From an optimization exercise on the open Yosys and OpenROAD flow, aimed at small area, a short achievable clock period and few clock cycles; shortcuts taken in it are not production practice. Only simulation tests tie the RTL to the original design; equivalence was not proved.

**flow/flow/run.sh**
```bash
#!/bin/bash
set -euo pipefail
export SETUP_SLACK_MARGIN=7.5
bash standard.sh > standard.log 2>&1
```
**flow/standard.sh**
```bash
#!/bin/bash
# synth_recipe.tcl (not shown) runs the flow's synth.tcl, then flattens the netlist and writes it again
# the make line also repeats each setting of config.mk as NAME=value (left out here)
make -C /OpenROAD-flow-scripts/flow DESIGN_CONFIG=/design/flow/config.mk WORK_HOME=/design/flow/orfs CLKGATE_MAP_FILE= SYNTH_SCRIPT=/design/flow/synth_recipe.tcl "${@:-finish}"
```
**flow/config.mk**
```make
export PLATFORM = sky130hd
export DESIGN_NAME = crc18_unit
export DESIGN_NICKNAME = crc18_unit
export VERILOG_FILES = /design/flow/design.v
export SDC_FILE = /design/flow/constraint.sdc
export NUM_CORES = 4
export LEC_CHECK = 0
export CAP_MARGIN = 20
export CORE_MARGIN = 2
export CORE_UTILIZATION = 30
export PLACE_DENSITY = 0.45
export SLEW_MARGIN = 20
```
**flow/constraint.sdc**
```tcl
create_clock -name core_clock -period 12.0 [get_ports {clk}]
set_input_delay 2.4000 -clock core_clock [delete_from_list [all_inputs] [get_ports {clk}]]
set_output_delay 2.4000 -clock core_clock [all_outputs]
set_load 0.01 [all_outputs]
```
**flow/design.v**
```verilog
module crc18_unit (
    input  wire        clk,
    input  wire        rst,           
    input  wire        wr_en,
    input  wire [4:0]  wr_group,
    input  wire [39:0] wr_data,
    input  wire        cmd_valid,
    output wire        cmd_ready,
    input  wire [1:0]  cmd_op,
    input  wire [31:0] ia0,           
    input  wire [31:0] ia1,           
    input  wire [31:0] ia2,           
    input  wire [31:0] ia3,           
    output reg         done,
    output reg  [7:0]  status,
    output reg  [17:0] crc_rem,
    output reg  [9:0]  crc0,
    output reg  [9:0]  crc1,
    output reg  [31:0] ir0,
    output reg  [31:0] ir1
);
    localparam [1:0] OP_COMP  = 2'd0;
    localparam [1:0] OP_WORDS = 2'd1;
    localparam [1:0] OP_CHECK = 2'd2;
    localparam [7:0] ST_OK       = 8'h00;
    localparam [7:0] ST_ILLEGAL  = 8'h01;
    localparam [7:0] ST_BADARG   = 8'h02;
    localparam [7:0] ST_CRC_PASS = 8'h30;
    localparam [7:0] ST_CRC_FAIL = 8'h31;
    localparam [2:0] S_IDLE  = 3'd0;
    localparam [2:0] S_FOLD  = 3'd1;
    localparam [2:0] S_GEN   = 3'd2;
    localparam [2:0] S_FETCH = 3'd3;
    localparam [2:0] S_FIN   = 3'd4;
    genvar gk;
    reg [39:0] buffer [0:31];
    always @(posedge clk) begin
        if (wr_en)
            buffer[wr_group] <= wr_data;
    end
    reg [2:0]   state;
    reg         rdy;          
    reg [1:0]   op;
    reg         first;        
    reg         bad;          
    reg         gen;          
    reg         m1;           
    reg         par;          
    reg [2:0]   lc;           
    reg [2:0]   lcp;          
    reg [3:0]   pl;           
    reg [3:0]   z;            
    reg [159:0] dreg;         
    reg [15:0]  mask;         
    reg [4:0]   mz;           
    reg         dlast;        
    reg [17:0]  c;
    reg [6:0]   ra_q;         
    reg         qovf;         
    reg [6:0]   stp;          
    reg [31:0]  rem;          
    reg [6:0]   i0, i1;
    reg [9:0]   w0, w1;
    reg         w0v, w1v;
    assign cmd_ready = rdy;
    wire        in_s1     = ia2[0];
    wire        in_fast   = (ia2[31:2] == 30'd0) && (ia2[1] != ia2[0]);
    wire        cnt_nz    = (ia1 != 32'd0);
    wire        start_ok  = (ia0[31:7] == 25'd0);
    wire        cnt_le128 = (ia1[31:8] == 24'd0) && !(ia1[7] && (ia1[6:0] != 7'd0));
    wire        cnt_ge2   = (ia1[31:1] != 31'd0);
    wire        step_nz   = (ia2 != 32'd0);
    wire        step_lt128 = (ia2[31:7] == 25'd0);
    wire [7:0]  cm1       = ia1[7:0] - 8'd1;
    wire [8:0]  last_in   = {2'b0, ia0[6:0]} + (in_s1 ? {1'b0, cm1} : {cm1, 1'b0});
    wire        fast_ok   = cnt_le128 && !last_in[8] && !last_in[7];
    wire        gen_ok    = !(step_nz && !cnt_le128) && !(!step_lt128 && cnt_ge2);
    wire        run_ok    = !cnt_nz || (start_ok && (in_fast ? fast_ok : gen_ok));
    wire [6:0]  in_inc    = step_nz ? ia2[6:0] : 7'd1;
    wire [7:0]  i1_in     = {1'b0, ia3[6:0]} + {1'b0, in_inc};
    wire        chk_ok    = (ia3[31:7] == 25'd0) && step_lt128 && !i1_in[7];
    wire        in_bad    = !run_ok || (cmd_op == OP_CHECK && !chk_ok);
    wire        in_chunk  = in_fast && cnt_nz;
    wire [3:0]  in_p0     = in_s1 ? ia0[3:0] : ia0[4:1];
    wire [3:0]  in_pl     = in_s1 ? last_in[3:0] : last_in[4:1];
    wire [2:0]  in_cp     = in_s1 ? ia0[6:4] : {1'b0, ia0[6:5]};
    wire [2:0]  in_lcp    = in_s1 ? last_in[6:4] : {1'b0, last_in[6:5]};
    wire [2:0]  in_ncp    = in_cp + 3'd1;
    wire        in_single = (in_cp == in_lcp);
    wire [6:0]  in_next   = in_s1 ? {in_ncp, 4'b0} : {in_ncp[1:0], 5'b0};
    wire [2:0]  nlc       = lc + 3'd1;
    wire [6:0]  ra        = rdy ? ia0[6:0] : ra_q;
    wire [9:0] blkw [0:31];
    generate
        for (gk = 0; gk < 32; gk = gk + 1) begin : g_blk
            localparam [2:0] GL = gk / 4;
            wire [39:0] grp = buffer[{ra[6:5], GL}];
            assign blkw[gk] = grp[39 - 10*(gk % 4) -: 10];
        end
    endgenerate
    wire        gen_rd = gen && (state == S_GEN || state == S_FOLD);
    wire [4:0]  keya   = gen_rd ? ra_q[4:0] : i0[4:0];
    wire [9:0]  sela   = blkw[keya];
    wire [9:0]  selb   = blkw[i1[4:0]];
    wire        cap0   = !rdy && !gen_rd && !w0v && (ra_q[6:5] == i0[6:5]);
    wire        cap1   = !rdy && !gen_rd && !w1v && (ra_q[6:5] == i1[6:5]);
    wire        have0  = w0v || cap0;
    wire        have1  = w1v || cap1;
    wire        ch_s1  = rdy ? in_s1 : m1;
    wire        ch_par = rdy ? ia0[0] : par;
    wire        ch_gen = !rdy && gen;
    wire [159:0] chunk;
    generate
        for (gk = 0; gk < 16; gk = gk + 1) begin : g_ch
            wire [9:0] cw = ch_s1 ? (ra[4] ? blkw[16 + gk] : blkw[gk])
                                  : (ch_par ? blkw[2*gk + 1] : blkw[2*gk]);
            if (gk == 0) begin : g_w0
                assign chunk[9:0] = ch_gen ? sela : cw;
            end else begin : g_wn
                assign chunk[10*gk +: 10] = cw;
            end
        end
    endgenerate
    reg [15:0] in_mask, tr_mask;
    integer q;
    always @(*) begin
        for (q = 0; q < 16; q = q + 1) begin
            in_mask[q] = in_chunk && (q >= in_p0) && (!in_single || (q <= in_pl));
            tr_mask[q] = (q <= pl);
        end
    end
    always @(posedge clk) begin
        dreg <= chunk;
    end
    wire [159:0] md;
    generate
        for (gk = 0; gk < 16; gk = gk + 1) begin : g_md
            assign md[10*gk +: 10] = dreg[10*gk +: 10] & {10{mask[gk]}};
        end
    endgenerate
    wire [17:0] c16;
    assign c16[0] = c[0] ^ c[2] ^ c[3] ^ c[8] ^ c[9] ^ c[10] ^ c[14] ^ c[15] ^ c[17] ^ md[0] ^ md[2] ^ md[3] ^ md[8] ^ md[9] ^ md[10] ^ md[14] ^ md[15] ^ md[17] ^ md[22] ^ md[28] ^ md[35] ^ md[39] ^ md[43] ^ md[44] ^ md[46] ^ md[47] ^ md[49] ^ md[50] ^ md[52] ^ md[55] ^ md[56] ^ md[59] ^ md[62] ^ md[63] ^ md[65] ^ md[66] ^ md[67] ^ md[69] ^ md[70] ^ md[72] ^ md[74] ^ md[75] ^ md[76] ^ md[78] ^ md[80] ^ md[82] ^ md[86] ^ md[88] ^ md[91] ^ md[94] ^ md[95] ^ md[104] ^ md[106] ^ md[108] ^ md[110] ^ md[111] ^ md[114] ^ md[116] ^ md[118] ^ md[119] ^ md[120] ^ md[121] ^ md[124] ^ md[132] ^ md[134] ^ md[142] ^ md[146] ^ md[147];
    assign c16[1] = c[0] ^ c[1] ^ c[3] ^ c[4] ^ c[9] ^ c[10] ^ c[11] ^ c[15] ^ c[16] ^ md[0] ^ md[1] ^ md[3] ^ md[4] ^ md[9] ^ md[10] ^ md[11] ^ md[15] ^ md[16] ^ md[18] ^ md[23] ^ md[29] ^ md[36] ^ md[40] ^ md[44] ^ md[45] ^ md[47] ^ md[48] ^ md[50] ^ md[51] ^ md[53] ^ md[56] ^ md[57] ^ md[60] ^ md[63] ^ md[64] ^ md[66] ^ md[67] ^ md[68] ^ md[70] ^ md[71] ^ md[73] ^ md[75] ^ md[76] ^ md[77] ^ md[79] ^ md[81] ^ md[83] ^ md[87] ^ md[89] ^ md[92] ^ md[95] ^ md[96] ^ md[105] ^ md[107] ^ md[109] ^ md[111] ^ md[112] ^ md[115] ^ md[117] ^ md[119] ^ md[120] ^ md[121] ^ md[122] ^ md[125] ^ md[133] ^ md[135] ^ md[143] ^ md[147] ^ md[148];
    assign c16[2] = c[1] ^ c[2] ^ c[4] ^ c[5] ^ c[10] ^ c[11] ^ c[12] ^ c[16] ^ c[17] ^ md[1] ^ md[2] ^ md[4] ^ md[5] ^ md[10] ^ md[11] ^ md[12] ^ md[16] ^ md[17] ^ md[19] ^ md[24] ^ md[30] ^ md[37] ^ md[41] ^ md[45] ^ md[46] ^ md[48] ^ md[49] ^ md[51] ^ md[52] ^ md[54] ^ md[57] ^ md[58] ^ md[61] ^ md[64] ^ md[65] ^ md[67] ^ md[68] ^ md[69] ^ md[71] ^ md[72] ^ md[74] ^ md[76] ^ md[77] ^ md[78] ^ md[80] ^ md[82] ^ md[84] ^ md[88] ^ md[90] ^ md[93] ^ md[96] ^ md[97] ^ md[106] ^ md[108] ^ md[110] ^ md[112] ^ md[113] ^ md[116] ^ md[118] ^ md[120] ^ md[121] ^ md[122] ^ md[123] ^ md[126] ^ md[134] ^ md[136] ^ md[144] ^ md[148] ^ md[149];
    assign c16[3] = c[2] ^ c[3] ^ c[5] ^ c[6] ^ c[11] ^ c[12] ^ c[13] ^ c[17] ^ md[2] ^ md[3] ^ md[5] ^ md[6] ^ md[11] ^ md[12] ^ md[13] ^ md[17] ^ md[18] ^ md[20] ^ md[25] ^ md[31] ^ md[38] ^ md[42] ^ md[46] ^ md[47] ^ md[49] ^ md[50] ^ md[52] ^ md[53] ^ md[55] ^ md[58] ^ md[59] ^ md[62] ^ md[65] ^ md[66] ^ md[68] ^ md[69] ^ md[70] ^ md[72] ^ md[73] ^ md[75] ^ md[77] ^ md[78] ^ md[79] ^ md[81] ^ md[83] ^ md[85] ^ md[89] ^ md[91] ^ md[94] ^ md[97] ^ md[98] ^ md[107] ^ md[109] ^ md[111] ^ md[113] ^ md[114] ^ md[117] ^ md[119] ^ md[121] ^ md[122] ^ md[123] ^ md[124] ^ md[127] ^ md[135] ^ md[137] ^ md[145] ^ md[149] ^ md[150];
    assign c16[4] = c[0] ^ c[3] ^ c[4] ^ c[6] ^ c[7] ^ c[12] ^ c[13] ^ c[14] ^ md[0] ^ md[3] ^ md[4] ^ md[6] ^ md[7] ^ md[12] ^ md[13] ^ md[14] ^ md[18] ^ md[19] ^ md[21] ^ md[26] ^ md[32] ^ md[39] ^ md[43] ^ md[47] ^ md[48] ^ md[50] ^ md[51] ^ md[53] ^ md[54] ^ md[56] ^ md[59] ^ md[60] ^ md[63] ^ md[66] ^ md[67] ^ md[69] ^ md[70] ^ md[71] ^ md[73] ^ md[74] ^ md[76] ^ md[78] ^ md[79] ^ md[80] ^ md[82] ^ md[84] ^ md[86] ^ md[90] ^ md[92] ^ md[95] ^ md[98] ^ md[99] ^ md[108] ^ md[110] ^ md[112] ^ md[114] ^ md[115] ^ md[118] ^ md[120] ^ md[122] ^ md[123] ^ md[124] ^ md[125] ^ md[128] ^ md[136] ^ md[138] ^ md[146] ^ md[150] ^ md[151];
    assign c16[5] = c[1] ^ c[4] ^ c[5] ^ c[7] ^ c[8] ^ c[13] ^ c[14] ^ c[15] ^ md[1] ^ md[4] ^ md[5] ^ md[7] ^ md[8] ^ md[13] ^ md[14] ^ md[15] ^ md[19] ^ md[20] ^ md[22] ^ md[27] ^ md[33] ^ md[40] ^ md[44] ^ md[48] ^ md[49] ^ md[51] ^ md[52] ^ md[54] ^ md[55] ^ md[57] ^ md[60] ^ md[61] ^ md[64] ^ md[67] ^ md[68] ^ md[70] ^ md[71] ^ md[72] ^ md[74] ^ md[75] ^ md[77] ^ md[79] ^ md[80] ^ md[81] ^ md[83] ^ md[85] ^ md[87] ^ md[91] ^ md[93] ^ md[96] ^ md[99] ^ md[100] ^ md[109] ^ md[111] ^ md[113] ^ md[115] ^ md[116] ^ md[119] ^ md[121] ^ md[123] ^ md[124] ^ md[125] ^ md[126] ^ md[129] ^ md[137] ^ md[139] ^ md[147] ^ md[151] ^ md[152];
    assign c16[6] = c[0] ^ c[2] ^ c[5] ^ c[6] ^ c[8] ^ c[9] ^ c[14] ^ c[15] ^ c[16] ^ md[0] ^ md[2] ^ md[5] ^ md[6] ^ md[8] ^ md[9] ^ md[14] ^ md[15] ^ md[16] ^ md[20] ^ md[21] ^ md[23] ^ md[28] ^ md[34] ^ md[41] ^ md[45] ^ md[49] ^ md[50] ^ md[52] ^ md[53] ^ md[55] ^ md[56] ^ md[58] ^ md[61] ^ md[62] ^ md[65] ^ md[68] ^ md[69] ^ md[71] ^ md[72] ^ md[73] ^ md[75] ^ md[76] ^ md[78] ^ md[80] ^ md[81] ^ md[82] ^ md[84] ^ md[86] ^ md[88] ^ md[92] ^ md[94] ^ md[97] ^ md[100] ^ md[101] ^ md[110] ^ md[112] ^ md[114] ^ md[116] ^ md[117] ^ md[120] ^ md[122] ^ md[124] ^ md[125] ^ md[126] ^ md[127] ^ md[130] ^ md[138] ^ md[140] ^ md[148] ^ md[152] ^ md[153];
    assign c16[7] = c[1] ^ c[3] ^ c[6] ^ c[7] ^ c[9] ^ c[10] ^ c[15] ^ c[16] ^ c[17] ^ md[1] ^ md[3] ^ md[6] ^ md[7] ^ md[9] ^ md[10] ^ md[15] ^ md[16] ^ md[17] ^ md[21] ^ md[22] ^ md[24] ^ md[29] ^ md[35] ^ md[42] ^ md[46] ^ md[50] ^ md[51] ^ md[53] ^ md[54] ^ md[56] ^ md[57] ^ md[59] ^ md[62] ^ md[63] ^ md[66] ^ md[69] ^ md[70] ^ md[72] ^ md[73] ^ md[74] ^ md[76] ^ md[77] ^ md[79] ^ md[81] ^ md[82] ^ md[83] ^ md[85] ^ md[87] ^ md[89] ^ md[93] ^ md[95] ^ md[98] ^ md[101] ^ md[102] ^ md[111] ^ md[113] ^ md[115] ^ md[117] ^ md[118] ^ md[121] ^ md[123] ^ md[125] ^ md[126] ^ md[127] ^ md[128] ^ md[131] ^ md[139] ^ md[141] ^ md[149] ^ md[153] ^ md[154];
    assign c16[8] = c[0] ^ c[2] ^ c[4] ^ c[7] ^ c[8] ^ c[10] ^ c[11] ^ c[16] ^ c[17] ^ md[0] ^ md[2] ^ md[4] ^ md[7] ^ md[8] ^ md[10] ^ md[11] ^ md[16] ^ md[17] ^ md[18] ^ md[22] ^ md[23] ^ md[25] ^ md[30] ^ md[36] ^ md[43] ^ md[47] ^ md[51] ^ md[52] ^ md[54] ^ md[55] ^ md[57] ^ md[58] ^ md[60] ^ md[63] ^ md[64] ^ md[67] ^ md[70] ^ md[71] ^ md[73] ^ md[74] ^ md[75] ^ md[77] ^ md[78] ^ md[80] ^ md[82] ^ md[83] ^ md[84] ^ md[86] ^ md[88] ^ md[90] ^ md[94] ^ md[96] ^ md[99] ^ md[102] ^ md[103] ^ md[112] ^ md[114] ^ md[116] ^ md[118] ^ md[119] ^ md[122] ^ md[124] ^ md[126] ^ md[127] ^ md[128] ^ md[129] ^ md[132] ^ md[140] ^ md[142] ^ md[150] ^ md[154] ^ md[155];
    assign c16[9] = c[0] ^ c[1] ^ c[3] ^ c[5] ^ c[8] ^ c[9] ^ c[11] ^ c[12] ^ c[17] ^ md[0] ^ md[1] ^ md[3] ^ md[5] ^ md[8] ^ md[9] ^ md[11] ^ md[12] ^ md[17] ^ md[18] ^ md[19] ^ md[23] ^ md[24] ^ md[26] ^ md[31] ^ md[37] ^ md[44] ^ md[48] ^ md[52] ^ md[53] ^ md[55] ^ md[56] ^ md[58] ^ md[59] ^ md[61] ^ md[64] ^ md[65] ^ md[68] ^ md[71] ^ md[72] ^ md[74] ^ md[75] ^ md[76] ^ md[78] ^ md[79] ^ md[81] ^ md[83] ^ md[84] ^ md[85] ^ md[87] ^ md[89] ^ md[91] ^ md[95] ^ md[97] ^ md[100] ^ md[103] ^ md[104] ^ md[113] ^ md[115] ^ md[117] ^ md[119] ^ md[120] ^ md[123] ^ md[125] ^ md[127] ^ md[128] ^ md[129] ^ md[130] ^ md[133] ^ md[141] ^ md[143] ^ md[151] ^ md[155] ^ md[156];
    assign c16[10] = c[1] ^ c[2] ^ c[4] ^ c[6] ^ c[9] ^ c[10] ^ c[12] ^ c[13] ^ md[1] ^ md[2] ^ md[4] ^ md[6] ^ md[9] ^ md[10] ^ md[12] ^ md[13] ^ md[18] ^ md[19] ^ md[20] ^ md[24] ^ md[25] ^ md[27] ^ md[32] ^ md[38] ^ md[45] ^ md[49] ^ md[53] ^ md[54] ^ md[56] ^ md[57] ^ md[59] ^ md[60] ^ md[62] ^ md[65] ^ md[66] ^ md[69] ^ md[72] ^ md[73] ^ md[75] ^ md[76] ^ md[77] ^ md[79] ^ md[80] ^ md[82] ^ md[84] ^ md[85] ^ md[86] ^ md[88] ^ md[90] ^ md[92] ^ md[96] ^ md[98] ^ md[101] ^ md[104] ^ md[105] ^ md[114] ^ md[116] ^ md[118] ^ md[120] ^ md[121] ^ md[124] ^ md[126] ^ md[128] ^ md[129] ^ md[130] ^ md[131] ^ md[134] ^ md[142] ^ md[144] ^ md[152] ^ md[156] ^ md[157];
    assign c16[11] = c[2] ^ c[3] ^ c[5] ^ c[7] ^ c[10] ^ c[11] ^ c[13] ^ c[14] ^ md[2] ^ md[3] ^ md[5] ^ md[7] ^ md[10] ^ md[11] ^ md[13] ^ md[14] ^ md[19] ^ md[20] ^ md[21] ^ md[25] ^ md[26] ^ md[28] ^ md[33] ^ md[39] ^ md[46] ^ md[50] ^ md[54] ^ md[55] ^ md[57] ^ md[58] ^ md[60] ^ md[61] ^ md[63] ^ md[66] ^ md[67] ^ md[70] ^ md[73] ^ md[74] ^ md[76] ^ md[77] ^ md[78] ^ md[80] ^ md[81] ^ md[83] ^ md[85] ^ md[86] ^ md[87] ^ md[89] ^ md[91] ^ md[93] ^ md[97] ^ md[99] ^ md[102] ^ md[105] ^ md[106] ^ md[115] ^ md[117] ^ md[119] ^ md[121] ^ md[122] ^ md[125] ^ md[127] ^ md[129] ^ md[130] ^ md[131] ^ md[132] ^ md[135] ^ md[143] ^ md[145] ^ md[153] ^ md[157] ^ md[158];
    assign c16[12] = c[0] ^ c[3] ^ c[4] ^ c[6] ^ c[8] ^ c[11] ^ c[12] ^ c[14] ^ c[15] ^ md[0] ^ md[3] ^ md[4] ^ md[6] ^ md[8] ^ md[11] ^ md[12] ^ md[14] ^ md[15] ^ md[20] ^ md[21] ^ md[22] ^ md[26] ^ md[27] ^ md[29] ^ md[34] ^ md[40] ^ md[47] ^ md[51] ^ md[55] ^ md[56] ^ md[58] ^ md[59] ^ md[61] ^ md[62] ^ md[64] ^ md[67] ^ md[68] ^ md[71] ^ md[74] ^ md[75] ^ md[77] ^ md[78] ^ md[79] ^ md[81] ^ md[82] ^ md[84] ^ md[86] ^ md[87] ^ md[88] ^ md[90] ^ md[92] ^ md[94] ^ md[98] ^ md[100] ^ md[103] ^ md[106] ^ md[107] ^ md[116] ^ md[118] ^ md[120] ^ md[122] ^ md[123] ^ md[126] ^ md[128] ^ md[130] ^ md[131] ^ md[132] ^ md[133] ^ md[136] ^ md[144] ^ md[146] ^ md[154] ^ md[158] ^ md[159];
    assign c16[13] = c[1] ^ c[2] ^ c[3] ^ c[4] ^ c[5] ^ c[7] ^ c[8] ^ c[10] ^ c[12] ^ c[13] ^ c[14] ^ c[16] ^ c[17] ^ md[1] ^ md[2] ^ md[3] ^ md[4] ^ md[5] ^ md[7] ^ md[8] ^ md[10] ^ md[12] ^ md[13] ^ md[14] ^ md[16] ^ md[17] ^ md[21] ^ md[23] ^ md[27] ^ md[30] ^ md[39] ^ md[41] ^ md[43] ^ md[44] ^ md[46] ^ md[47] ^ md[48] ^ md[49] ^ md[50] ^ md[55] ^ md[57] ^ md[60] ^ md[66] ^ md[67] ^ md[68] ^ md[70] ^ md[74] ^ md[79] ^ md[83] ^ md[85] ^ md[86] ^ md[87] ^ md[89] ^ md[93] ^ md[94] ^ md[99] ^ md[101] ^ md[106] ^ md[107] ^ md[110] ^ md[111] ^ md[114] ^ md[116] ^ md[117] ^ md[118] ^ md[120] ^ md[123] ^ md[127] ^ md[129] ^ md[131] ^ md[133] ^ md[137] ^ md[142] ^ md[145] ^ md[146] ^ md[155] ^ md[159];
    assign c16[14] = c[4] ^ c[5] ^ c[6] ^ c[10] ^ c[11] ^ c[13] ^ md[4] ^ md[5] ^ md[6] ^ md[10] ^ md[11] ^ md[13] ^ md[18] ^ md[24] ^ md[31] ^ md[35] ^ md[39] ^ md[40] ^ md[42] ^ md[43] ^ md[45] ^ md[46] ^ md[48] ^ md[51] ^ md[52] ^ md[55] ^ md[58] ^ md[59] ^ md[61] ^ md[62] ^ md[63] ^ md[65] ^ md[66] ^ md[68] ^ md[70] ^ md[71] ^ md[72] ^ md[74] ^ md[76] ^ md[78] ^ md[82] ^ md[84] ^ md[87] ^ md[90] ^ md[91] ^ md[100] ^ md[102] ^ md[104] ^ md[106] ^ md[107] ^ md[110] ^ md[112] ^ md[114] ^ md[115] ^ md[116] ^ md[117] ^ md[120] ^ md[128] ^ md[130] ^ md[138] ^ md[142] ^ md[143] ^ md[156];
    assign c16[15] = c[0] ^ c[5] ^ c[6] ^ c[7] ^ c[11] ^ c[12] ^ c[14] ^ md[0] ^ md[5] ^ md[6] ^ md[7] ^ md[11] ^ md[12] ^ md[14] ^ md[19] ^ md[25] ^ md[32] ^ md[36] ^ md[40] ^ md[41] ^ md[43] ^ md[44] ^ md[46] ^ md[47] ^ md[49] ^ md[52] ^ md[53] ^ md[56] ^ md[59] ^ md[60] ^ md[62] ^ md[63] ^ md[64] ^ md[66] ^ md[67] ^ md[69] ^ md[71] ^ md[72] ^ md[73] ^ md[75] ^ md[77] ^ md[79] ^ md[83] ^ md[85] ^ md[88] ^ md[91] ^ md[92] ^ md[101] ^ md[103] ^ md[105] ^ md[107] ^ md[108] ^ md[111] ^ md[113] ^ md[115] ^ md[116] ^ md[117] ^ md[118] ^ md[121] ^ md[129] ^ md[131] ^ md[139] ^ md[143] ^ md[144] ^ md[157];
    assign c16[16] = c[0] ^ c[1] ^ c[6] ^ c[7] ^ c[8] ^ c[12] ^ c[13] ^ c[15] ^ md[0] ^ md[1] ^ md[6] ^ md[7] ^ md[8] ^ md[12] ^ md[13] ^ md[15] ^ md[20] ^ md[26] ^ md[33] ^ md[37] ^ md[41] ^ md[42] ^ md[44] ^ md[45] ^ md[47] ^ md[48] ^ md[50] ^ md[53] ^ md[54] ^ md[57] ^ md[60] ^ md[61] ^ md[63] ^ md[64] ^ md[65] ^ md[67] ^ md[68] ^ md[70] ^ md[72] ^ md[73] ^ md[74] ^ md[76] ^ md[78] ^ md[80] ^ md[84] ^ md[86] ^ md[89] ^ md[92] ^ md[93] ^ md[102] ^ md[104] ^ md[106] ^ md[108] ^ md[109] ^ md[112] ^ md[114] ^ md[116] ^ md[117] ^ md[118] ^ md[119] ^ md[122] ^ md[130] ^ md[132] ^ md[140] ^ md[144] ^ md[145] ^ md[158];
    assign c16[17] = c[1] ^ c[2] ^ c[7] ^ c[8] ^ c[9] ^ c[13] ^ c[14] ^ c[16] ^ md[1] ^ md[2] ^ md[7] ^ md[8] ^ md[9] ^ md[13] ^ md[14] ^ md[16] ^ md[21] ^ md[27] ^ md[34] ^ md[38] ^ md[42] ^ md[43] ^ md[45] ^ md[46] ^ md[48] ^ md[49] ^ md[51] ^ md[54] ^ md[55] ^ md[58] ^ md[61] ^ md[62] ^ md[64] ^ md[65] ^ md[66] ^ md[68] ^ md[69] ^ md[71] ^ md[73] ^ md[74] ^ md[75] ^ md[77] ^ md[79] ^ md[81] ^ md[85] ^ md[87] ^ md[90] ^ md[93] ^ md[94] ^ md[103] ^ md[105] ^ md[107] ^ md[109] ^ md[110] ^ md[113] ^ md[115] ^ md[117] ^ md[118] ^ md[119] ^ md[120] ^ md[123] ^ md[131] ^ md[133] ^ md[141] ^ md[145] ^ md[146] ^ md[159];
    function tt_bit;
        input [31:0] tt;
        input [4:0]  zz;
        tt_bit = tt[zz];
    endfunction
    wire [323:0] corr_m;
    assign corr_m[0] = tt_bit(32'h00014409, mz);
    assign corr_m[1] = tt_bit(32'h00000928, mz);
    assign corr_m[2] = tt_bit(32'h0001024c, mz);
    assign corr_m[3] = tt_bit(32'h000026bc, mz);
    assign corr_m[4] = tt_bit(32'h00019c88, mz);
    assign corr_m[5] = tt_bit(32'h00016560, mz);
    assign corr_m[6] = tt_bit(32'h0001c3fc, mz);
    assign corr_m[7] = tt_bit(32'h00008a10, mz);
    assign corr_m[8] = tt_bit(32'h00013226, mz);
    assign corr_m[9] = tt_bit(32'h0000ebb8, mz);
    assign corr_m[10] = tt_bit(32'h0000a204, mz);
    assign corr_m[11] = tt_bit(32'h00010494, mz);
    assign corr_m[12] = tt_bit(32'h00008126, mz);
    assign corr_m[13] = tt_bit(32'h0001135e, mz);
    assign corr_m[14] = tt_bit(32'h0001ce44, mz);
    assign corr_m[15] = tt_bit(32'h0000b2b0, mz);
    assign corr_m[16] = tt_bit(32'h0001e1fe, mz);
    assign corr_m[17] = tt_bit(32'h00004508, mz);
    assign corr_m[18] = tt_bit(32'h0001d770, mz);
    assign corr_m[19] = tt_bit(32'h00014409, mz);
    assign corr_m[20] = tt_bit(32'h00000928, mz);
    assign corr_m[21] = tt_bit(32'h0001024c, mz);
    assign corr_m[22] = tt_bit(32'h000026bc, mz);
    assign corr_m[23] = tt_bit(32'h00019c88, mz);
    assign corr_m[24] = tt_bit(32'h00016560, mz);
    assign corr_m[25] = tt_bit(32'h0001c3fc, mz);
    assign corr_m[26] = tt_bit(32'h00008a10, mz);
    assign corr_m[27] = tt_bit(32'h00013226, mz);
    assign corr_m[28] = tt_bit(32'h0000ebb8, mz);
    assign corr_m[29] = tt_bit(32'h0000a204, mz);
    assign corr_m[30] = tt_bit(32'h00010494, mz);
    assign corr_m[31] = tt_bit(32'h00008126, mz);
    assign corr_m[32] = tt_bit(32'h0001135e, mz);
    assign corr_m[33] = tt_bit(32'h0001ce44, mz);
    assign corr_m[34] = tt_bit(32'h0000b2b0, mz);
    assign corr_m[35] = tt_bit(32'h0001e1fe, mz);
    assign corr_m[36] = tt_bit(32'h0000644c, mz);
    assign corr_m[37] = tt_bit(32'h0001d770, mz);
    assign corr_m[38] = tt_bit(32'h00014409, mz);
    assign corr_m[39] = tt_bit(32'h00000928, mz);
    assign corr_m[40] = tt_bit(32'h0001024c, mz);
    assign corr_m[41] = tt_bit(32'h000026bc, mz);
    assign corr_m[42] = tt_bit(32'h00019c88, mz);
    assign corr_m[43] = tt_bit(32'h00016560, mz);
    assign corr_m[44] = tt_bit(32'h0001c3fc, mz);
    assign corr_m[45] = tt_bit(32'h00008a10, mz);
    assign corr_m[46] = tt_bit(32'h00013226, mz);
    assign corr_m[47] = tt_bit(32'h0000ebb8, mz);
    assign corr_m[48] = tt_bit(32'h0000a204, mz);
    assign corr_m[49] = tt_bit(32'h00010494, mz);
    assign corr_m[50] = tt_bit(32'h00008126, mz);
    assign corr_m[51] = tt_bit(32'h0001135e, mz);
    assign corr_m[52] = tt_bit(32'h0001ce44, mz);
    assign corr_m[53] = tt_bit(32'h0000b2b0, mz);
    assign corr_m[54] = tt_bit(32'h00011420, mz);
    assign corr_m[55] = tt_bit(32'h0000644c, mz);
    assign corr_m[56] = tt_bit(32'h0001d770, mz);
    assign corr_m[57] = tt_bit(32'h00014409, mz);
    assign corr_m[58] = tt_bit(32'h00000928, mz);
    assign corr_m[59] = tt_bit(32'h0001024c, mz);
    assign corr_m[60] = tt_bit(32'h000026bc, mz);
    assign corr_m[61] = tt_bit(32'h00019c88, mz);
    assign corr_m[62] = tt_bit(32'h00016560, mz);
    assign corr_m[63] = tt_bit(32'h0001c3fc, mz);
    assign corr_m[64] = tt_bit(32'h00008a10, mz);
    assign corr_m[65] = tt_bit(32'h00013226, mz);
    assign corr_m[66] = tt_bit(32'h0000ebb8, mz);
    assign corr_m[67] = tt_bit(32'h0000a204, mz);
    assign corr_m[68] = tt_bit(32'h00010494, mz);
    assign corr_m[69] = tt_bit(32'h00008126, mz);
    assign corr_m[70] = tt_bit(32'h0001135e, mz);
    assign corr_m[71] = tt_bit(32'h0001ce44, mz);
    assign corr_m[72] = tt_bit(32'h000187f8, mz);
    assign corr_m[73] = tt_bit(32'h00011420, mz);
    assign corr_m[74] = tt_bit(32'h0000644c, mz);
    assign corr_m[75] = tt_bit(32'h0001d770, mz);
    assign corr_m[76] = tt_bit(32'h00014409, mz);
    assign corr_m[77] = tt_bit(32'h00000928, mz);
    assign corr_m[78] = tt_bit(32'h0001024c, mz);
    assign corr_m[79] = tt_bit(32'h000026bc, mz);
    assign corr_m[80] = tt_bit(32'h00019c88, mz);
    assign corr_m[81] = tt_bit(32'h00016560, mz);
    assign corr_m[82] = tt_bit(32'h0001c3fc, mz);
    assign corr_m[83] = tt_bit(32'h00008a10, mz);
    assign corr_m[84] = tt_bit(32'h00013226, mz);
    assign corr_m[85] = tt_bit(32'h0000ebb8, mz);
    assign corr_m[86] = tt_bit(32'h0000a204, mz);
    assign corr_m[87] = tt_bit(32'h00010494, mz);
    assign corr_m[88] = tt_bit(32'h00008126, mz);
    assign corr_m[89] = tt_bit(32'h0001135e, mz);
    assign corr_m[90] = tt_bit(32'h0000cac0, mz);
    assign corr_m[91] = tt_bit(32'h000187f8, mz);
    assign corr_m[92] = tt_bit(32'h00011420, mz);
    assign corr_m[93] = tt_bit(32'h0000644c, mz);
    assign corr_m[94] = tt_bit(32'h0001d770, mz);
    assign corr_m[95] = tt_bit(32'h00014409, mz);
    assign corr_m[96] = tt_bit(32'h00000928, mz);
    assign corr_m[97] = tt_bit(32'h0001024c, mz);
    assign corr_m[98] = tt_bit(32'h000026bc, mz);
    assign corr_m[99] = tt_bit(32'h00019c88, mz);
    assign corr_m[100] = tt_bit(32'h00016560, mz);
    assign corr_m[101] = tt_bit(32'h0001c3fc, mz);
    assign corr_m[102] = tt_bit(32'h00008a10, mz);
    assign corr_m[103] = tt_bit(32'h00013226, mz);
    assign corr_m[104] = tt_bit(32'h0000ebb8, mz);
    assign corr_m[105] = tt_bit(32'h0000a204, mz);
    assign corr_m[106] = tt_bit(32'h00010494, mz);
    assign corr_m[107] = tt_bit(32'h00008126, mz);
    assign corr_m[108] = tt_bit(32'h00013910, mz);
    assign corr_m[109] = tt_bit(32'h0000cac0, mz);
    assign corr_m[110] = tt_bit(32'h000187f8, mz);
    assign corr_m[111] = tt_bit(32'h00011420, mz);
    assign corr_m[112] = tt_bit(32'h0000644c, mz);
    assign corr_m[113] = tt_bit(32'h0001d770, mz);
    assign corr_m[114] = tt_bit(32'h00014409, mz);
    assign corr_m[115] = tt_bit(32'h00000928, mz);
    assign corr_m[116] = tt_bit(32'h0001024c, mz);
    assign corr_m[117] = tt_bit(32'h000026bc, mz);
    assign corr_m[118] = tt_bit(32'h00019c88, mz);
    assign corr_m[119] = tt_bit(32'h00016560, mz);
    assign corr_m[120] = tt_bit(32'h0001c3fc, mz);
    assign corr_m[121] = tt_bit(32'h00008a10, mz);
    assign corr_m[122] = tt_bit(32'h00013226, mz);
    assign corr_m[123] = tt_bit(32'h0000ebb8, mz);
    assign corr_m[124] = tt_bit(32'h0000a204, mz);
    assign corr_m[125] = tt_bit(32'h00010494, mz);
    assign corr_m[126] = tt_bit(32'h00004d78, mz);
    assign corr_m[127] = tt_bit(32'h00013910, mz);
    assign corr_m[128] = tt_bit(32'h0000cac0, mz);
    assign corr_m[129] = tt_bit(32'h000187f8, mz);
    assign corr_m[130] = tt_bit(32'h00011420, mz);
    assign corr_m[131] = tt_bit(32'h0000644c, mz);
    assign corr_m[132] = tt_bit(32'h0001d770, mz);
    assign corr_m[133] = tt_bit(32'h00014409, mz);
    assign corr_m[134] = tt_bit(32'h00000928, mz);
    assign corr_m[135] = tt_bit(32'h0001024c, mz);
    assign corr_m[136] = tt_bit(32'h000026bc, mz);
    assign corr_m[137] = tt_bit(32'h00019c88, mz);
    assign corr_m[138] = tt_bit(32'h00016560, mz);
    assign corr_m[139] = tt_bit(32'h0001c3fc, mz);
    assign corr_m[140] = tt_bit(32'h00008a10, mz);
    assign corr_m[141] = tt_bit(32'h00013226, mz);
    assign corr_m[142] = tt_bit(32'h0000ebb8, mz);
    assign corr_m[143] = tt_bit(32'h0000a204, mz);
    assign corr_m[144] = tt_bit(32'h00000498, mz);
    assign corr_m[145] = tt_bit(32'h00004d78, mz);
    assign corr_m[146] = tt_bit(32'h00013910, mz);
    assign corr_m[147] = tt_bit(32'h0000cac0, mz);
    assign corr_m[148] = tt_bit(32'h000187f8, mz);
    assign corr_m[149] = tt_bit(32'h00011420, mz);
    assign corr_m[150] = tt_bit(32'h0000644c, mz);
    assign corr_m[151] = tt_bit(32'h0001d770, mz);
    assign corr_m[152] = tt_bit(32'h00014409, mz);
    assign corr_m[153] = tt_bit(32'h00000928, mz);
    assign corr_m[154] = tt_bit(32'h0001024c, mz);
    assign corr_m[155] = tt_bit(32'h000026bc, mz);
    assign corr_m[156] = tt_bit(32'h00019c88, mz);
    assign corr_m[157] = tt_bit(32'h00016560, mz);
    assign corr_m[158] = tt_bit(32'h0001c3fc, mz);
    assign corr_m[159] = tt_bit(32'h00008a10, mz);
    assign corr_m[160] = tt_bit(32'h00013226, mz);
    assign corr_m[161] = tt_bit(32'h0000ebb8, mz);
    assign corr_m[162] = tt_bit(32'h00001250, mz);
    assign corr_m[163] = tt_bit(32'h00000498, mz);
    assign corr_m[164] = tt_bit(32'h00004d78, mz);
    assign corr_m[165] = tt_bit(32'h00013910, mz);
    assign corr_m[166] = tt_bit(32'h0000cac0, mz);
    assign corr_m[167] = tt_bit(32'h000187f8, mz);
    assign corr_m[168] = tt_bit(32'h00011420, mz);
    assign corr_m[169] = tt_bit(32'h0000644c, mz);
    assign corr_m[170] = tt_bit(32'h0001d770, mz);
    assign corr_m[171] = tt_bit(32'h00014409, mz);
    assign corr_m[172] = tt_bit(32'h00000928, mz);
    assign corr_m[173] = tt_bit(32'h0001024c, mz);
    assign corr_m[174] = tt_bit(32'h000026bc, mz);
    assign corr_m[175] = tt_bit(32'h00019c88, mz);
    assign corr_m[176] = tt_bit(32'h00016560, mz);
    assign corr_m[177] = tt_bit(32'h0001c3fc, mz);
    assign corr_m[178] = tt_bit(32'h00008a10, mz);
    assign corr_m[179] = tt_bit(32'h00013226, mz);
    assign corr_m[180] = tt_bit(32'h00008812, mz);
    assign corr_m[181] = tt_bit(32'h00001250, mz);
    assign corr_m[182] = tt_bit(32'h00000498, mz);
    assign corr_m[183] = tt_bit(32'h00004d78, mz);
    assign corr_m[184] = tt_bit(32'h00013910, mz);
    assign corr_m[185] = tt_bit(32'h0000cac0, mz);
    assign corr_m[186] = tt_bit(32'h000187f8, mz);
    assign corr_m[187] = tt_bit(32'h00011420, mz);
    assign corr_m[188] = tt_bit(32'h0000644c, mz);
    assign corr_m[189] = tt_bit(32'h0001d770, mz);
    assign corr_m[190] = tt_bit(32'h00014409, mz);
    assign corr_m[191] = tt_bit(32'h00000928, mz);
    assign corr_m[192] = tt_bit(32'h0001024c, mz);
    assign corr_m[193] = tt_bit(32'h000026bc, mz);
    assign corr_m[194] = tt_bit(32'h00019c88, mz);
    assign corr_m[195] = tt_bit(32'h00016560, mz);
    assign corr_m[196] = tt_bit(32'h0001c3fc, mz);
    assign corr_m[197] = tt_bit(32'h00008a10, mz);
    assign corr_m[198] = tt_bit(32'h0001aee0, mz);
    assign corr_m[199] = tt_bit(32'h00008812, mz);
    assign corr_m[200] = tt_bit(32'h00001250, mz);
    assign corr_m[201] = tt_bit(32'h00000498, mz);
    assign corr_m[202] = tt_bit(32'h00004d78, mz);
    assign corr_m[203] = tt_bit(32'h00013910, mz);
    assign corr_m[204] = tt_bit(32'h0000cac0, mz);
    assign corr_m[205] = tt_bit(32'h000187f8, mz);
    assign corr_m[206] = tt_bit(32'h00011420, mz);
    assign corr_m[207] = tt_bit(32'h0000644c, mz);
    assign corr_m[208] = tt_bit(32'h0001d770, mz);
    assign corr_m[209] = tt_bit(32'h00014409, mz);
    assign corr_m[210] = tt_bit(32'h00000928, mz);
    assign corr_m[211] = tt_bit(32'h0001024c, mz);
    assign corr_m[212] = tt_bit(32'h000026bc, mz);
    assign corr_m[213] = tt_bit(32'h00019c88, mz);
    assign corr_m[214] = tt_bit(32'h00016560, mz);
    assign corr_m[215] = tt_bit(32'h0001c3fc, mz);
    assign corr_m[216] = tt_bit(32'h0000c898, mz);
    assign corr_m[217] = tt_bit(32'h0001aee0, mz);
    assign corr_m[218] = tt_bit(32'h00008812, mz);
    assign corr_m[219] = tt_bit(32'h00001250, mz);
    assign corr_m[220] = tt_bit(32'h00000498, mz);
    assign corr_m[221] = tt_bit(32'h00004d78, mz);
    assign corr_m[222] = tt_bit(32'h00013910, mz);
    assign corr_m[223] = tt_bit(32'h0000cac0, mz);
    assign corr_m[224] = tt_bit(32'h000187f8, mz);
    assign corr_m[225] = tt_bit(32'h00011420, mz);
    assign corr_m[226] = tt_bit(32'h0000644c, mz);
    assign corr_m[227] = tt_bit(32'h0001d770, mz);
    assign corr_m[228] = tt_bit(32'h00014409, mz);
    assign corr_m[229] = tt_bit(32'h00000928, mz);
    assign corr_m[230] = tt_bit(32'h0001024c, mz);
    assign corr_m[231] = tt_bit(32'h000026bc, mz);
    assign corr_m[232] = tt_bit(32'h00019c88, mz);
    assign corr_m[233] = tt_bit(32'h00016560, mz);
    assign corr_m[234] = tt_bit(32'h00016c48, mz);
    assign corr_m[235] = tt_bit(32'h0000c1b0, mz);
    assign corr_m[236] = tt_bit(32'h0000acac, mz);
    assign corr_m[237] = tt_bit(32'h0000aeae, mz);
    assign corr_m[238] = tt_bit(32'h00018ed8, mz);
    assign corr_m[239] = tt_bit(32'h000161f8, mz);
    assign corr_m[240] = tt_bit(32'h00018e84, mz);
    assign corr_m[241] = tt_bit(32'h0001b300, mz);
    assign corr_m[242] = tt_bit(32'h0001f8e6, mz);
    assign corr_m[243] = tt_bit(32'h00016c40, mz);
    assign corr_m[244] = tt_bit(32'h0001b624, mz);
    assign corr_m[245] = tt_bit(32'h000160d8, mz);
    assign corr_m[246] = tt_bit(32'h00015656, mz);
    assign corr_m[247] = tt_bit(32'h00005757, mz);
    assign corr_m[248] = tt_bit(32'h0001c76c, mz);
    assign corr_m[249] = tt_bit(32'h0001b0fc, mz);
    assign corr_m[250] = tt_bit(32'h0001c742, mz);
    assign corr_m[251] = tt_bit(32'h0001d980, mz);
    assign corr_m[252] = tt_bit(32'h00019c88, mz);
    assign corr_m[253] = tt_bit(32'h00016560, mz);
    assign corr_m[254] = tt_bit(32'h0001c3fc, mz);
    assign corr_m[255] = tt_bit(32'h00008a10, mz);
    assign corr_m[256] = tt_bit(32'h00013226, mz);
    assign corr_m[257] = tt_bit(32'h0000ebb8, mz);
    assign corr_m[258] = tt_bit(32'h0000a204, mz);
    assign corr_m[259] = tt_bit(32'h00010494, mz);
    assign corr_m[260] = tt_bit(32'h00008126, mz);
    assign corr_m[261] = tt_bit(32'h0001135e, mz);
    assign corr_m[262] = tt_bit(32'h0001ce44, mz);
    assign corr_m[263] = tt_bit(32'h0000b2b0, mz);
    assign corr_m[264] = tt_bit(32'h0001e1fe, mz);
    assign corr_m[265] = tt_bit(32'h00004508, mz);
    assign corr_m[266] = tt_bit(32'h00019913, mz);
    assign corr_m[267] = tt_bit(32'h000175dc, mz);
    assign corr_m[268] = tt_bit(32'h00005102, mz);
    assign corr_m[269] = tt_bit(32'h0001824a, mz);
    assign corr_m[270] = tt_bit(32'h000026bc, mz);
    assign corr_m[271] = tt_bit(32'h00019c88, mz);
    assign corr_m[272] = tt_bit(32'h00016560, mz);
    assign corr_m[273] = tt_bit(32'h0001c3fc, mz);
    assign corr_m[274] = tt_bit(32'h00008a10, mz);
    assign corr_m[275] = tt_bit(32'h00013226, mz);
    assign corr_m[276] = tt_bit(32'h0000ebb8, mz);
    assign corr_m[277] = tt_bit(32'h0000a204, mz);
    assign corr_m[278] = tt_bit(32'h00010494, mz);
    assign corr_m[279] = tt_bit(32'h00008126, mz);
    assign corr_m[280] = tt_bit(32'h0001135e, mz);
    assign corr_m[281] = tt_bit(32'h0001ce44, mz);
    assign corr_m[282] = tt_bit(32'h0000b2b0, mz);
    assign corr_m[283] = tt_bit(32'h0001e1fe, mz);
    assign corr_m[284] = tt_bit(32'h00004508, mz);
    assign corr_m[285] = tt_bit(32'h00019913, mz);
    assign corr_m[286] = tt_bit(32'h000175dc, mz);
    assign corr_m[287] = tt_bit(32'h00005102, mz);
    assign corr_m[288] = tt_bit(32'h0001024c, mz);
    assign corr_m[289] = tt_bit(32'h000026bc, mz);
    assign corr_m[290] = tt_bit(32'h00019c88, mz);
    assign corr_m[291] = tt_bit(32'h00016560, mz);
    assign corr_m[292] = tt_bit(32'h0001c3fc, mz);
    assign corr_m[293] = tt_bit(32'h00008a10, mz);
    assign corr_m[294] = tt_bit(32'h00013226, mz);
    assign corr_m[295] = tt_bit(32'h0000ebb8, mz);
    assign corr_m[296] = tt_bit(32'h0000a204, mz);
    assign corr_m[297] = tt_bit(32'h00010494, mz);
    assign corr_m[298] = tt_bit(32'h00008126, mz);
    assign corr_m[299] = tt_bit(32'h0001135e, mz);
    assign corr_m[300] = tt_bit(32'h0001ce44, mz);
    assign corr_m[301] = tt_bit(32'h0000b2b0, mz);
    assign corr_m[302] = tt_bit(32'h0001e1fe, mz);
    assign corr_m[303] = tt_bit(32'h00004508, mz);
    assign corr_m[304] = tt_bit(32'h00019913, mz);
    assign corr_m[305] = tt_bit(32'h000175dc, mz);
    assign corr_m[306] = tt_bit(32'h00000928, mz);
    assign corr_m[307] = tt_bit(32'h0001024c, mz);
    assign corr_m[308] = tt_bit(32'h000026bc, mz);
    assign corr_m[309] = tt_bit(32'h00019c88, mz);
    assign corr_m[310] = tt_bit(32'h00016560, mz);
    assign corr_m[311] = tt_bit(32'h0001c3fc, mz);
    assign corr_m[312] = tt_bit(32'h00008a10, mz);
    assign corr_m[313] = tt_bit(32'h00013226, mz);
    assign corr_m[314] = tt_bit(32'h0000ebb8, mz);
    assign corr_m[315] = tt_bit(32'h0000a204, mz);
    assign corr_m[316] = tt_bit(32'h00010494, mz);
    assign corr_m[317] = tt_bit(32'h00008126, mz);
    assign corr_m[318] = tt_bit(32'h0001135e, mz);
    assign corr_m[319] = tt_bit(32'h0001ce44, mz);
    assign corr_m[320] = tt_bit(32'h0000b2b0, mz);
    assign corr_m[321] = tt_bit(32'h0001e1fe, mz);
    assign corr_m[322] = tt_bit(32'h00004508, mz);
    assign corr_m[323] = tt_bit(32'h00019913, mz);
    wire [17:0] c_next;
    generate
        for (gk = 0; gk < 18; gk = gk + 1) begin : g_corr
            assign c_next[gk] = ^(corr_m[18*gk +: 18] & c16);
        end
    endgenerate
    wire [9:0]  c0_new = {~c_next[8],  c_next[8:0]};
    wire [9:0]  c1_new = {~c_next[17], c_next[17:9]};
    wire [7:0]  ra_nx  = {1'b0, ra_q} + {1'b0, stp};
    always @(posedge clk) begin
        if (rst) begin
            state   <= S_IDLE;
            rdy     <= 1'b1;
            done    <= 1'b0;
            status  <= 8'd0;
            crc_rem <= 18'd0;
            crc0    <= 10'd0;
            crc1    <= 10'd0;
            ir0     <= 32'd0;
            ir1     <= 32'd0;
        end else begin
            done <= 1'b0;
            if (cap0) begin
                w0  <= sela;
                w0v <= 1'b1;
            end
            if (cap1) begin
                w1  <= selb;
                w1v <= 1'b1;
            end
            case (state)
                S_IDLE: begin
                    if (cmd_valid) begin
                        op    <= cmd_op;
                        c     <= 18'd0;
                        first <= 1'b1;
                        bad   <= in_bad;
                        gen   <= !in_fast && cnt_nz;
                        z     <= ~in_pl;
                        pl    <= in_pl;
                        i0    <= ia3[6:0];
                        i1    <= i1_in[6:0];
                        w0v   <= 1'b0;
                        w1v   <= 1'b0;
                        m1    <= in_s1;
                        par   <= ia0[0];
                        lc    <= in_ncp;
                        lcp   <= in_lcp;
                        mask  <= in_mask;
                        mz    <= !cnt_nz ? 5'd16 : (in_chunk && in_single) ? {1'b0, ~in_pl} : 5'd0;
                        dlast <= !cnt_nz || (in_fast && in_single);
                        ra_q  <= (!cnt_nz || (in_fast && in_single)) ? ia3[6:0]
                                                                      : (in_fast ? in_next : ia0[6:0]);
                        qovf  <= 1'b0;
                        stp   <= ia2[6:0];
                        rem   <= ia1;
                        if (cmd_op == OP_WORDS) begin
                            crc0   <= {~crc_rem[8],  crc_rem[8:0]};
                            crc1   <= {~crc_rem[17], crc_rem[17:9]};
                            ir0    <= {22'd0, ~crc_rem[8],  crc_rem[8:0]};
                            ir1    <= {22'd0, ~crc_rem[17], crc_rem[17:9]};
                            status <= ST_OK;
                            done   <= 1'b1;
                        end else if (cmd_op == 2'd3) begin
                            status <= ST_ILLEGAL;
                            done   <= 1'b1;
                        end else begin
                            state <= S_FOLD;
                            rdy   <= 1'b0;
                        end
                    end
                end
                S_FOLD: begin
                    first <= 1'b0;
                    c     <= c_next;
                    if (first && bad) begin
                        status <= ST_BADARG;
                        done   <= 1'b1;
                        state  <= S_IDLE;
                        rdy    <= 1'b1;
                    end else if (first && gen) begin
                        mask  <= 16'h0001;
                        mz    <= 5'd15;
                        {qovf, ra_q} <= ra_nx;
                        state <= S_GEN;
                    end else if (!dlast) begin
                        if (lc == lcp) begin
                            mask  <= tr_mask;
                            mz    <= {1'b0, z};
                            dlast <= 1'b1;
                            ra_q  <= have0 ? i1 : i0;
                        end else begin
                            mask  <= 16'hffff;
                            mz    <= 5'd0;
                            lc    <= nlc;
                            ra_q  <= m1 ? {nlc, 4'b0} : {nlc[1:0], 5'b0};
                        end
                    end else if (op == OP_COMP || (w0v && w1v)) begin
                        crc_rem <= c_next;
                        if (op == OP_COMP) begin
                            ir0    <= {14'd0, c_next};
                            status <= ST_OK;
                        end else begin
                            crc0   <= c0_new;
                            crc1   <= c1_new;
                            ir0    <= {6'd0, w1, 6'd0, w0};
                            ir1    <= {14'd0, c_next};
                            status <= (w0 == c0_new && w1 == c1_new) ? ST_CRC_PASS : ST_CRC_FAIL;
                        end
                        done  <= 1'b1;
                        state <= S_IDLE;
                        rdy   <= 1'b1;
                    end else begin
                        mask  <= 16'h0000;
                        mz    <= 5'd16;
                        ra_q  <= i1;
                        state <= (have0 && have1) ? S_FIN : S_FETCH;
                    end
                end
                S_GEN: begin
                    c <= c_next;
                    if (rem == 32'd1) begin
                        mask  <= 16'h0000;
                        mz    <= 5'd16;
                        ra_q  <= i0;
                        state <= S_FETCH;
                    end else if (qovf) begin
                        status <= ST_BADARG;
                        done   <= 1'b1;
                        state  <= S_IDLE;
                        rdy    <= 1'b1;
                    end else begin
                        {qovf, ra_q} <= ra_nx;
                        rem <= rem - 32'd1;
                    end
                end
                S_FETCH: begin
                    ra_q  <= i1;
                    if (have0 && have1)
                        state <= S_FIN;
                end
                default: begin
                    crc_rem <= c_next;
                    if (op == OP_COMP) begin
                        ir0    <= {14'd0, c_next};
                        status <= ST_OK;
                    end else begin
                        crc0   <= c0_new;
                        crc1   <= c1_new;
                        ir0    <= {6'd0, w1, 6'd0, w0};
                        ir1    <= {14'd0, c_next};
                        status <= (w0 == c0_new && w1 == c1_new) ? ST_CRC_PASS : ST_CRC_FAIL;
                    end
                    done  <= 1'b1;
                    state <= S_IDLE;
                    rdy   <= 1'b1;
                end
            endcase
        end
    end
endmodule
```
==> reports/qor.txt, run 1 <==
Aggregate global routing overflow - 0
Number of placement rows - 196
Total clock sinks - 1,673
CP Class - register to register
H-Tree Depth - 4
Setup-violating endpoint count in the final report - 0
Capturing element type of the critical path - register
Count of boundary I/O pins - 291
Root buffer cell - clkbuf_16
Hold path startpoint - ir0[25]
Part of the cycle the worst path needs - 42.30%
Number of global-route vias before repair - 62,350
Transition time of the tightest slew-check pin - 1.249 ns
Global-route wire length before repair - 582.9 mm
Run status - no timing/DRC/antenna violations
Crit path top cell by count - xnor2_1
DIE AREA - 0.2899 sq mm
Mapped cell area - 0.08570 sq mm
Peak Freq - 197.0 MHz
Routability Congestion - 0.9824
Slew Limit Fails - 0
Clock skew after layout - 0.1321 ns
Sequential-to-total area share from yosys stat - 55.70%
Number of placed instances, taps included - 10,520
Quantity of I/O buffers inserted on ports - 266
Total wire length after detailed routing - 444.5 mm
Time the worst path needs with I/O delays and setup - 5.076 ns
Seq. cell area - 0.04793 sq mm
Synth Instances - 6,657
Fin cells - 11,420
Sum of net half-perimeters after detailed placement - 279.2 mm
Maximum number of pins on one net before global-route repair - 87
All-Layer GR Usage - 29.66%
Vias - 67,040
Cell taking the most area after synthesis - edfxtp_1
Async set-reset flop share out of synthesis - 0%
Layout filler cell count - 26,970
Placed cell area - 0.09425 sq mm
Startpoint types - register
Worst-path cell with the longest stage delay - xnor2_1
Chip height - 538.5 um
CP Max Fanout - 12
Post-synthesis average cell area - 12.87 sq um
Area overhead of the layout relative to synthesis - 29.52%
Iteration-0 DRC Markers - 9,776
Leading cell types in the layout, fill and taps excluded - edfxtp_1 (1,423), nand2_1 (882), buf_4 (469)
Headroom to the max-slew limit - 16.55%
Path type of the worst min-delay path - register to register
Number of enable flip-flop cells after synthesis - 1,423
Number of vias per cell after detailed routing - 5.872
Share of Yosys cell area claimed by the top area cell type - 49.86%
Worst Path Required - 12.68 ns
Clk Latency, worst-skew pair - 0.95 ns
Fraction of layout cells with a size suffix above 1 - 28.45%
Area contributors post-synth - edfxtp_1 (50%), mux4_2 (8.4%), dfxtp_1 (5.8%)
Worst Path Arrival - 5.76 ns
Number of maximum-capacitance constraint violations - 0
Min-Delay Path Depth - 2
TNS Setup - 0 ns
Worst Hold End - ir0[25]
End of the worst register-to-register path - status[0]
Most common library cell in the layout ignoring fill and taps - edfxtp_1
Post-layout nets - 7,675
Longest Clk Path Bufs - 4
Count of state elements after synthesis - 1,673
First-pass iteration count of the detailed router - 9
Worst Reg2Reg Path Length in Cells - 16
Crit path largest cell delay - 0.61 ns
TritonCTS Buffers - 197
R2R Setup Slk - 6.92 ns
Number of library cell types mapped by synthesis - 83
Effective utilization at floorplan - 30.10%
Hold violation count in the final report - 0
Yosys warnings - 1
Clk pin slew, worst setup/hold paths - 0.06 ns
Post-DR wirelength/cell - 38.94 um
Source of the worst register-to-register timing path - mask[8]
Clock tree from TritonCTS - done
DRC Markers - 0
Initial antenna violation count - 54
RSZ-0062 raised after global routing - true
Area occupied by multi-input gates - 0.04090 sq mm
Die Wd - 538.5 um
Predominant post-synthesis flop cell - edfxtp_1
Placeable core area - 0.2847 sq mm
ANT nets after route - 0
Post-route standard cell area excluding fillers - 0.1110 sq mm
Cell-by-cell trace of the critical path - buf_4 -> bufbuf_16 -> nand2_1 -> xnor2_1 -> xnor3_2 -> buf_12 -> xnor3_2 -> nor2b_1 -> xnor2_1 -> xnor2_1 -> xnor2_2 -> o32ai_1 -> a311oi_1 -> nand3_1 -> nor4_2 -> a311oi_1
flip-flops by register name, summed over array words and instances (netlist names), 4 cells and up:
name     count
crc1        10
mz           5
ir1         18
pl           4
crc0        10
crc_rem     18
w1          10
stp          7
i1           7
ir0         26
rem         32
z            4
c           18
buffer    1280
w0          10
dreg       160
ra_q         7
i0           7
mask        16
synthesized netlist by cell type, types with 36 or more instances:
library cell,n
dfxtp_1,250
nor4_1,50
a21oi_1,162
a22o_1,36
nor2_1,454
inv_1,50
xnor3_1,137
edfxtp_1,1423
a22oi_1,231
xor2_1,349
nand2_1,969
mux4_2,320
clkbuf_1,268
nand4_1,79
nand3_1,49
nand2b_1,40
buf_2,54
ha_1,38
a31oi_1,157
buf_1,48
o21ai_0,103
nor3_1,77
a221oi_1,49
xnor2_1,511
a211oi_1,192
nor2b_1,191
cell families (layout without fill, tap and decap cells):
kind of cell / after synthesis / count (layout) / synth area share [%]
compound gates: 1084 / 1084 / 8.676
xor+xnor: 1045 / 1046 / 13.63
fa+ha+maj: 41 / 41 / 0.6249
buf+inv: 452 / 1384 / 2.199
flops: 1673 / 1673 / 55.70
mux: 341 / 341 / 8.661
other cells: 1 / 65 / 0.004376
simple gates: 2020 / 2020 / 10.51
stage by stage:
stage	utilization (%)	setup slack, ns	hold slack [ns]
CTS	37.99	6.972	0.4553
global route	38.95	6.829	0.4733
global placement	33.07	4.687	0.4447
finish	38.98	6.924	0.4527
detailed placement	33.10	4.661	0.4475
floorplan	-	6.420	0.4761
repair_timing:
action / 4_1_cts / 5_1_grt
hold buffers: 0 / 0
endpoints found under the setup margin: 907 / 163
endpoints found under the hold margin: 0 / 0
gates cloned: 43 / 9
buffers inserted: 292 / 149
resized for setup: 906 / 310
pin swaps: 221 / 173
per-layer routing:
metal  vias up  GRT usage, %  share of wire (%)
met5         -        0.2795              0.094
met4        40         14.74                6.0
met3      1153         7.202                9.8
met2      4376         44.80                 44
met1     34940         39.64                 40
li1      26530             -                  -
worst max-delay path by stage:
| stage | to | startpoint |
|---|---|---|
| 5_1_grt | status[0] | mask[10] |
| 3_5_place_dp | dreg[2] | ia0[5] |
| 3_3_place_gp | dreg[5] | ia0[5] |
| 4_1_cts | mask[1] | ia1[2] |
| 6_report | status[0] | mask[8] |
| 2_1_floorplan | mask[1] | ia1[2] |
cell type report:
type,count,area share [%]
diodes,41,0.09244
clock buffers,253,4.814
clock inverters,104,1.092
inverters,51,0.2119
multi-input cells,4556,36.85
flip-flops and latches,1673,43.18
well taps,3762,4.241
repair buffers,976,9.519
worst max-delay path, delay by kind of cell, from the launching register on:
family / cells / cell delay, ns
flip-flops: 1 / 0.41
AND/OR/NAND/NOR: 4 / 0.75
buffers and inverters: 3 / 0.68
XOR/XNOR: 6 / 2.50
AO/OA/AOI/OAI: 3 / 0.56
Testbench counts, summed over its fixed seeds: cycles 6,545.
==> inputs of run 2 (changes only) <==
--- a/flow/config.mk
+++ b/flow/config.mk
@@ -9,3 +9,3 @@
 export CORE_MARGIN = 2
-export CORE_UTILIZATION = 30
+export CORE_UTILIZATION = 40
 export PLACE_DENSITY = 0.45
==> reports/qor.txt, run 2 <==
Run status - no timing/DRC/antenna violations
DRC Markers - 0 (unchanged)
Yosys warnings - 1 (unchanged)
Maximum number of pins on one net before global-route repair - 127 (+46%)
Cell taking the most area after synthesis - edfxtp_1
Transition time of the tightest slew-check pin - 1.270 ns (+0.02100 ns)
Fraction of layout cells with a size suffix above 1 - 27.34% (-1.1 points)
Chip height - 466.9 um (-13%)
RSZ-0062 raised after global routing - true
Count of state elements after synthesis - 1,673 (unchanged)
Cell-by-cell trace of the critical path - buf_12 -> nand2_4 -> xnor3_2 -> buf_6 -> xor2_4 -> xnor3_1 -> xnor3_2 -> buf_12 -> a2111oi_4 -> xor2_2 -> xnor2_1 -> xnor3_2 -> and3_1 -> a311oi_1 -> nand3_1 -> nor4_1 -> a311oi_1
Number of placed instances, taps included - 9,554 (-9.2%)
TritonCTS Buffers - 186 (-5.6%)
H-Tree Depth - 4 (unchanged)
Sum of net half-perimeters after detailed placement - 271.7 mm (-2.7%)
Aggregate global routing overflow - 0 (unchanged)
Placeable core area - 0.2125 sq mm (-25%)
Area contributors post-synth - edfxtp_1 (50%), mux4_2 (8.4%), dfxtp_1 (5.8%)
Synth Instances - 6,657 (unchanged)
Total clock sinks - 1,673 (unchanged)
Crit path largest cell delay - 0.53 ns (-0.08 ns)
Commonest cells post-synth - edfxtp_1 (1,423), nand2_1 (969), xnor2_1 (511)
Register ranked first by flip-flop count - buffer
Number of maximum-capacitance constraint violations - 0 (unchanged)
Time the worst path needs with I/O delays and setup - 4.924 ns (-0.1521 ns)
Critical Path Source - mask[8]
Most common library cell in the layout ignoring fill and taps - edfxtp_1
Post-layout nets - 7,607 (-0.89%)
TNS Setup - 0 ns (unchanged)
Effective utilization at floorplan - 40.33% (+10 points)
Number of library cell types mapped by synthesis - 83 (unchanged)
Post-route standard cell area excluding fillers - 0.1087 sq mm (-2.0%)
Sequential-to-total area share from yosys stat - 55.70% (unchanged)
All-Layer GR Usage - 38.18% (+8.5 points)
R2R Setup Slk - 7.08 ns (+0.15 ns)
Number of placement rows - 169 (-14%)
Slew Limit Fails - 0 (unchanged)
CP Class - register to register
Startpoint types - register
Worst Path Arrival - 5.62 ns (-0.14 ns)
GRT met1 Usage - 50.99% (+11 points)
Capturing element type of the critical path - register
Min-Delay Path Depth - 2 (unchanged)
Quantity of I/O buffers inserted on ports - 266 (unchanged)
Hold path startpoint - ir0[23]
Global routing usage on met2 - 57.28% (+12 points)
Peak Freq - 203.1 MHz (+3.1%)
Layout filler cell count - 18,380 (-32%)
Number of flip-flops under the largest register name - 1,280 (unchanged)
Mapped cell area - 0.08570 sq mm (unchanged)
Die Wd - 466.9 um (-13%)
First-pass iteration count of the detailed router - 9 (unchanged)
Part of the cycle the worst path needs - 41.03% (-1.3 points)
Leading cell types in the layout, fill and taps excluded - edfxtp_1 (1,423), nand2_1 (881), buf_4 (400)
Post-DR wirelength/cell - 41.55 um (+6.7%)
Clk pin slew, worst setup/hold paths - 0.06 ns (about the same)
Worst Reg2Reg Path Length in Cells - 17 (+1)
Hold violation count in the final report - 0 (unchanged)
Top flop regs - buffer: 1280 flops, dreg: 160 flops, rem: 32 flops
Setup-violating endpoint count in the final report - 0 (unchanged)
Clk Latency, worst-skew pair - 0.88 ns (-0.07 ns)
Initial antenna violation count - 54 (unchanged)
Clock skew after layout - 0.08479 ns (-0.04731 ns)
Predominant post-synthesis flop cell - edfxtp_1
Headroom to the max-slew limit - 15.15% (-1.4 points)
Area overhead of the layout relative to synthesis - 26.86%
End of the worst register-to-register path - status[0]
Most congested layer reported by global routing - met2
Vias - 67,360 (+0.47%)
Iteration-0 DRC Markers - 11,280 (+15%)
Source of the worst register-to-register timing path - mask[8]
Worst Hold End - ir0[23]
Number of global-route vias before repair - 61,580 (-1.2%)
Total wire length after detailed routing - 432.7 mm (-2.7%)
Number of enable flip-flop cells after synthesis - 1,423 (unchanged)
Async set-reset flop share out of synthesis - 0% (unchanged)
Root buffer cell - clkbuf_16
Dominant cell by count in the synthesized netlist - edfxtp_1
Routability Congestion - 1.013 (+3.1%)
Global-route wire length before repair - 559.7 mm (-4.0%)
Core utilization of the finished layout - 51.16% (+12 points)
Fin cells - 10,410 (-8.8%)
Path type of the worst min-delay path - register to register
ANT nets after route - 0 (unchanged)
Worst Path Required - 12.69 ns (about the same)
Clock tree from TritonCTS - done
Number of vias per cell after detailed routing - 6.469 (+10%)
Count of boundary I/O pins - 291 (unchanged)
CP Max Fanout - 6 (-6)
Longest Clk Path Bufs - 3 (-1)
Post-synthesis average cell area - 12.87 sq um (unchanged)
Placed cell area - 0.09277 sq mm (-1.6%)
Crit path top cell by count - xnor3_2
DIE AREA - 0.2180 sq mm (-25%)
Met3 Use GR - 11.28% (+4.1 points)
Worst-path cell with the longest stage delay - xnor3_2
Share of Yosys cell area claimed by the top area cell type - 49.86% (unchanged)
## run 2: through the flow
stage / hold slack (ns) / setup WS, ns
2_1_floorplan: 0.4761 / 6.420
3_3_place_gp: 0.4423 / 4.824
3_5_place_dp: 0.4466 / 4.936
4_1_cts: 0.4545 / 7.110
5_1_grt: 0.4691 / 6.961
6_report: 0.4522 / 7.076
## run 2: worst max-delay path by stage
stage,depth (start not counted),endpoint
5_1_grt,17,status[0]
2_1_floorplan,16,mask[1]
4_1_cts,16,mask[1]
3_5_place_dp,20,ra_q[4]
6_report,17,status[0]
3_3_place_gp,20,ra_q[4]
## run 2: cell type report
cell class	instances	area, sq um	share of cell area (%)
Antenna cell	42	105.1	0.09667
Clock buffer	242	5109	4.699
Clock inverter	108	1151	1.059
Inverter	51	239.0	0.2198
Multi-Input combinational cell	4559	40610	37.35
Sequential cell	1673	47880	44.04
Tap cell	2821	3530	3.247
Timing Repair Buffer	916	10100	9.289
## run 2: critical path: cells and delay by family (launching register included)
| kind | cells | cell delay [ns] |
|---|---|---|
| AO/OA/AOI/OAI | 3 | 0.82 |
| flip-flops | 1 | 0.45 |
| XOR/XNOR | 7 | 2.32 |
| AND/OR/NAND/NOR | 4 | 0.66 |
| buffers and inverters | 3 | 0.54 |
## run 2: cells by family (layout without fill, tap and decap cells)
group / count (synthesis) / after routing / synth area share (%)
simple gates: 2020 / 2021 / 10.51
other cells: 1 / 66 / 0.004376
compound gates: 1084 / 1084 / 8.676
flops: 1673 / 1673 / 55.70
mux: 341 / 341 / 8.661
fa+ha+maj: 41 / 41 / 0.6249
buf+inv: 452 / 1317 / 2.199
xor+xnor: 1045 / 1048 / 13.63
## run 2: what timing repair did
item | CTS | global route
hold buffers | 0 | 0
setup endpoints to repair | 1060 | 171
setup buffers | 249 | 157
pin swaps | 203 | 141
resized for setup | 748 | 366
gates cloned | 34 | 23
## run 2: layer usage
layer | vias up | wire, um
met5 | - | 687
met4 | 38 | 26640
met3 | 1339 | 48800
met2 | 4818 | 188300
met1 | 34780 | 168300
li1 | 26380 | -

[static timing again, ports no longer ideal]
No port has a modelled driver above. Below, the same layouts with a new extraction and two added sets of constraints.
Step 1, drivers: a clkbuf_16 drives clk and a buf_2 each remaining input, both assumed.
Step 2, shift: input delay + t, output delay - t, t = (earliest + latest rising clock arrival at the registers) / 2. This alone moves slack from input paths to output paths.
Slacks: no drivers / after step 1 / after step 2; pairs: no drivers / after step 1.
run | t, ns | setup WS [ns] | worst setup path at the end | slew at the worst register clock pin (ns) | pins driven straight from the clock port
run 1 | 0.970 | 6.924 / 6.924 / 6.126 | input to register | 0.07 / 0.07 | 1
run 2 | 0.947 | 7.076 / 7.076 / 6.187 | input to register | 0.07 / 0.07 | 1
After both steps every run listed still meets setup and hold. The setup slack of run 2, which loses most, moves by 0.000 ns with the drivers and by -0.889 ns with both steps.
